This design comes from an exercise in tuning for small area on the open sky130 flow, not from production work. Only simulation tests tie the RTL to the original design; equivalence was not proved. Power figures rest on the tool's default switching activity, not on a simulated workload.

run A:
## stack_core
module stack_core (
    input  wire        clk,
    input  wire        rst,           
    output wire        mem_req,
    output wire        mem_we,
    output wire [15:0] mem_addr,
    output wire [15:0] mem_wdata,
    input  wire [15:0] mem_rdata,
    input  wire        mem_ready,
    output wire        out_valid,
    output wire [15:0] out_data,
    output wire        halted,
    output wire        faulted,
    output wire [2:0]  fault_kind,
    output wire [16:0] fault_pc,
    output reg  [16:0] pc,
    output reg  [16:0] sp,
    output reg  [15:0] fp,
    output reg  [31:0] reads,
    output reg  [31:0] writes
);
Size: ~940 cells after synthesis, ~160 flip-flops, ~210 I/O pins, roughly 9500 um^2 of cells after synthesis.
clock: 50.0 ns
lec_check: 0
cap_margin: 20
core_margin: 2
core_utilization: 40
place_density: 0.85
slew_margin: 20
standard.sh (not shown) runs the stock make flow with config.mk's settings and CLKGATE_MAP_FILE= SYNTH_SCRIPT=/design/flow/synth_recipe.tcl, a recipe that flattens the netlist after the stock synthesis.
==> flow/flow/run.sh <==
#!/bin/bash
# The standard layout, with area settings of ORFS for the steps after synthesis:
#  - remove the buffers ABC put into the synthesized netlist (REMOVE_ABC_BUFFERS);
#    repair_design re-buffers any net that needs it for slew or capacitance,
#    aiming at the library limits themselves (no extra margin),
#  - buffer every input and output port with buf_1 rather than the resizer's pick,
#  - build the clock tree from clkbuf_8 without dummy loads.
# Synthesis is the standard synthesis, unchanged.
set -euo pipefail
bash standard.sh synth > synth.log 2>&1
bash standard.sh REMOVE_ABC_BUFFERS=1 CAP_MARGIN=0 SLEW_MARGIN=0 \
  "BUFFER_PORTS_ARGS=-buffer_cell sky130_fd_sc_hd__buf_1" \
  "CTS_ARGS=-sink_clustering_enable -repair_clock_nets -dont_use_dummy_load -buf_list sky130_fd_sc_hd__clkbuf_8" \
  finish > layout.log 2>&1
No stage failed in run A, and the final checks on the layout all came back clean.
--- input diff run A..run B ---
Settings: PLACE_DENSITY removed (was 0.85).
==> notes.md <==
Reported for run A and run B, count of buffer and inverter cells on the critical path turned out identical to the last digit. On run B: slew at the pin closest to its max-slew limit is 0.022 ns lower than what run A gave. Run A and run B ended up with roughly the same non-filler instance count after layout. From run A to run B, flip-flop and latch count did not move at all.
## Diff of input files: run C against run B
diff --git a/flow/flow/run.sh b/flow/flow/run.sh
--- a/flow/flow/run.sh
+++ b/flow/flow/run.sh
@@ -5,9 +5,10 @@
 #    aiming at the library limits themselves (no extra margin),
 #  - buffer every input and output port with buf_1 rather than the resizer's pick,
+#  - after global routing, downsize gates off the critical paths (RECOVER_POWER),
 #  - build the clock tree from clkbuf_8 without dummy loads.
 # Synthesis is the standard synthesis, unchanged.
 set -euo pipefail
 bash standard.sh synth > synth.log 2>&1
-bash standard.sh REMOVE_ABC_BUFFERS=1 CAP_MARGIN=0 SLEW_MARGIN=0 \
+bash standard.sh REMOVE_ABC_BUFFERS=1 CAP_MARGIN=0 SLEW_MARGIN=0 RECOVER_POWER=100 \
   "BUFFER_PORTS_ARGS=-buffer_cell sky130_fd_sc_hd__buf_1" \
   "CTS_ARGS=-sink_clustering_enable -repair_clock_nets -dont_use_dummy_load -buf_list sky130_fd_sc_hd__clkbuf_8" \
### Flow results
- Between run B and run C, the critical path arrival is lower for run B.
- Between run C and run B, the hold slack does not differ in any meaningful way.
- Diff run B and run C: fmax lower in run C
- Run B and run C ended up with nearly the same total power.
- Summary of run C over run B: clock network contribution to total cell area has remained practically unchanged, number of sequential storage elements stayed essentially flat, share of power burned in combinational logic level, headroom to the max-slew limit lower.
- Run B → run C: wire length held, share of total power consumed by net switching barely changed.
- The sole clean run among run B and run C is run B.
- The layout from run C, despite a flow that completed every stage, fails the layout checks, with the failing checks listed as capacitance limit, slew limit.
> inputs changed (run C -> run D)
==> flow/run.sh (new file) <==
#!/bin/bash
# synth_recipe.tcl (not shown) runs the flow's synth.tcl, then flattens the netlist and writes it again
# the make line also repeats each setting of config.mk as NAME=value (left out here)
make -C /OpenROAD-flow-scripts/flow DESIGN_CONFIG=/design/flow/config.mk WORK_HOME=/design/flow/orfs CLKGATE_MAP_FILE= SYNTH_SCRIPT=/design/flow/synth_recipe.tcl finish
removed: flow/flow/run.sh
removed: flow/standard.sh
Notes after the runs:
Changes observed in run D relative to run C: setup clock skew after layout -0.027 ns; total power rose 0.064 mW; worst-case hold slack lower; per-cell via count in the routed design has decreased; portion of total power attributed to the clock network picked up an extra 14 points. Run D: setup slack 0.66 ns above run C. Looking across run D and run C, the single run that reached the end with no open violations was run D. Run C: flow complete, layout not clean; failing: capacitance limit, slew limit.
Here is what was changed in the inputs of run E compared with run D.
Settings: CORE_UTILIZATION: 40 -> 65.
==> flow/flow/run.sh (new file) <==
#!/bin/bash
# The standard layout, with area settings of ORFS for the steps after synthesis:
#  - remove the buffers ABC put into the synthesized netlist (REMOVE_ABC_BUFFERS);
#    repair_design re-buffers any net that needs it for slew or capacitance,
#    aiming at the library limits themselves (no extra margin),
#  - buffer every input and output port with buf_1 rather than the resizer's pick,
#  - build the clock tree from clkbuf_8 without dummy loads.
# Synthesis is the standard synthesis, unchanged.
set -euo pipefail
bash standard.sh synth > synth.log 2>&1
bash standard.sh REMOVE_ABC_BUFFERS=1 CAP_MARGIN=0 SLEW_MARGIN=0 \
  "BUFFER_PORTS_ARGS=-buffer_cell sky130_fd_sc_hd__buf_1" \
  "CTS_ARGS=-sink_clustering_enable -repair_clock_nets -dont_use_dummy_load -buf_list sky130_fd_sc_hd__clkbuf_8" \
  finish > layout.log 2>&1
==> flow/standard.sh (new file) <==
#!/bin/bash
# synth_recipe.tcl (not shown) runs the flow's synth.tcl, then flattens the netlist and writes it again
# the make line also repeats each setting of config.mk as NAME=value (left out here)
make -C /OpenROAD-flow-scripts/flow DESIGN_CONFIG=/design/flow/config.mk WORK_HOME=/design/flow/orfs CLKGATE_MAP_FILE= SYNTH_SCRIPT=/design/flow/synth_recipe.tcl "${@:-finish}"
removed: flow/run.sh
[summary]
Relative to run D, routing usage on met1 has increased by 12 points in run E.
The lower area fraction of clock buffers and clock inverters of run E and run D is in run E.
Re flip-flop and latch share of the layout cell area: run D was lower than run E.
Measured against each other, run E and run D differ in largest voltage drop on the vdd net, the higher figure coming from run D.
[compare] base=run D new=run E: met3 layer wire length in the routed design increased by about 4% relative to the old numbers; total power after layout decreased by about 23% relative to the old numbers.

-- separate check: timing with driven ports --
How much do the figures lean on ideal ports? The routed layouts below were timed once more, with nothing changed but the port constraints. Step 1 sets driving cells, clkbuf_16 on the clock port and buf_2 on the other inputs (assumed; they add their load-dependent delay and slew). Step 2 also shifts input and output timing later by t, the mid clock arrival at the registers, as if the neighbouring blocks saw the same clock. Three values: ideal ports, drivers, drivers and shift; two values: the first two.
run	t, ns	setup slack, ns	worst hold slack (ns)	slew at the worst register clock pin (ns)	cell pins on the clock port's net
run A	0.473	31.362 / 31.367 / 30.894	0.473 / 0.473 / 0.473	0.09 / 0.09	1
run B	0.481	31.439 / 31.453 / 30.973	0.475 / 0.475 / 0.475	0.09 / 0.09	1
run C	0.484	30.274 / 30.287 / 29.803	0.476 / 0.476 / 0.476	0.09 / 0.09	1
run D	0.466	30.935 / 30.948 / 30.483	0.467 / 0.467 / 0.467	0.07 / 0.07	1
run E	0.500	31.786 / 31.781 / 31.280	0.467 / 0.467 / 0.467	0.11 / 0.11	1
For run E, which loses most, drivers alone change the setup slack by -0.005 ns; drivers and shift together by -0.506 ns.
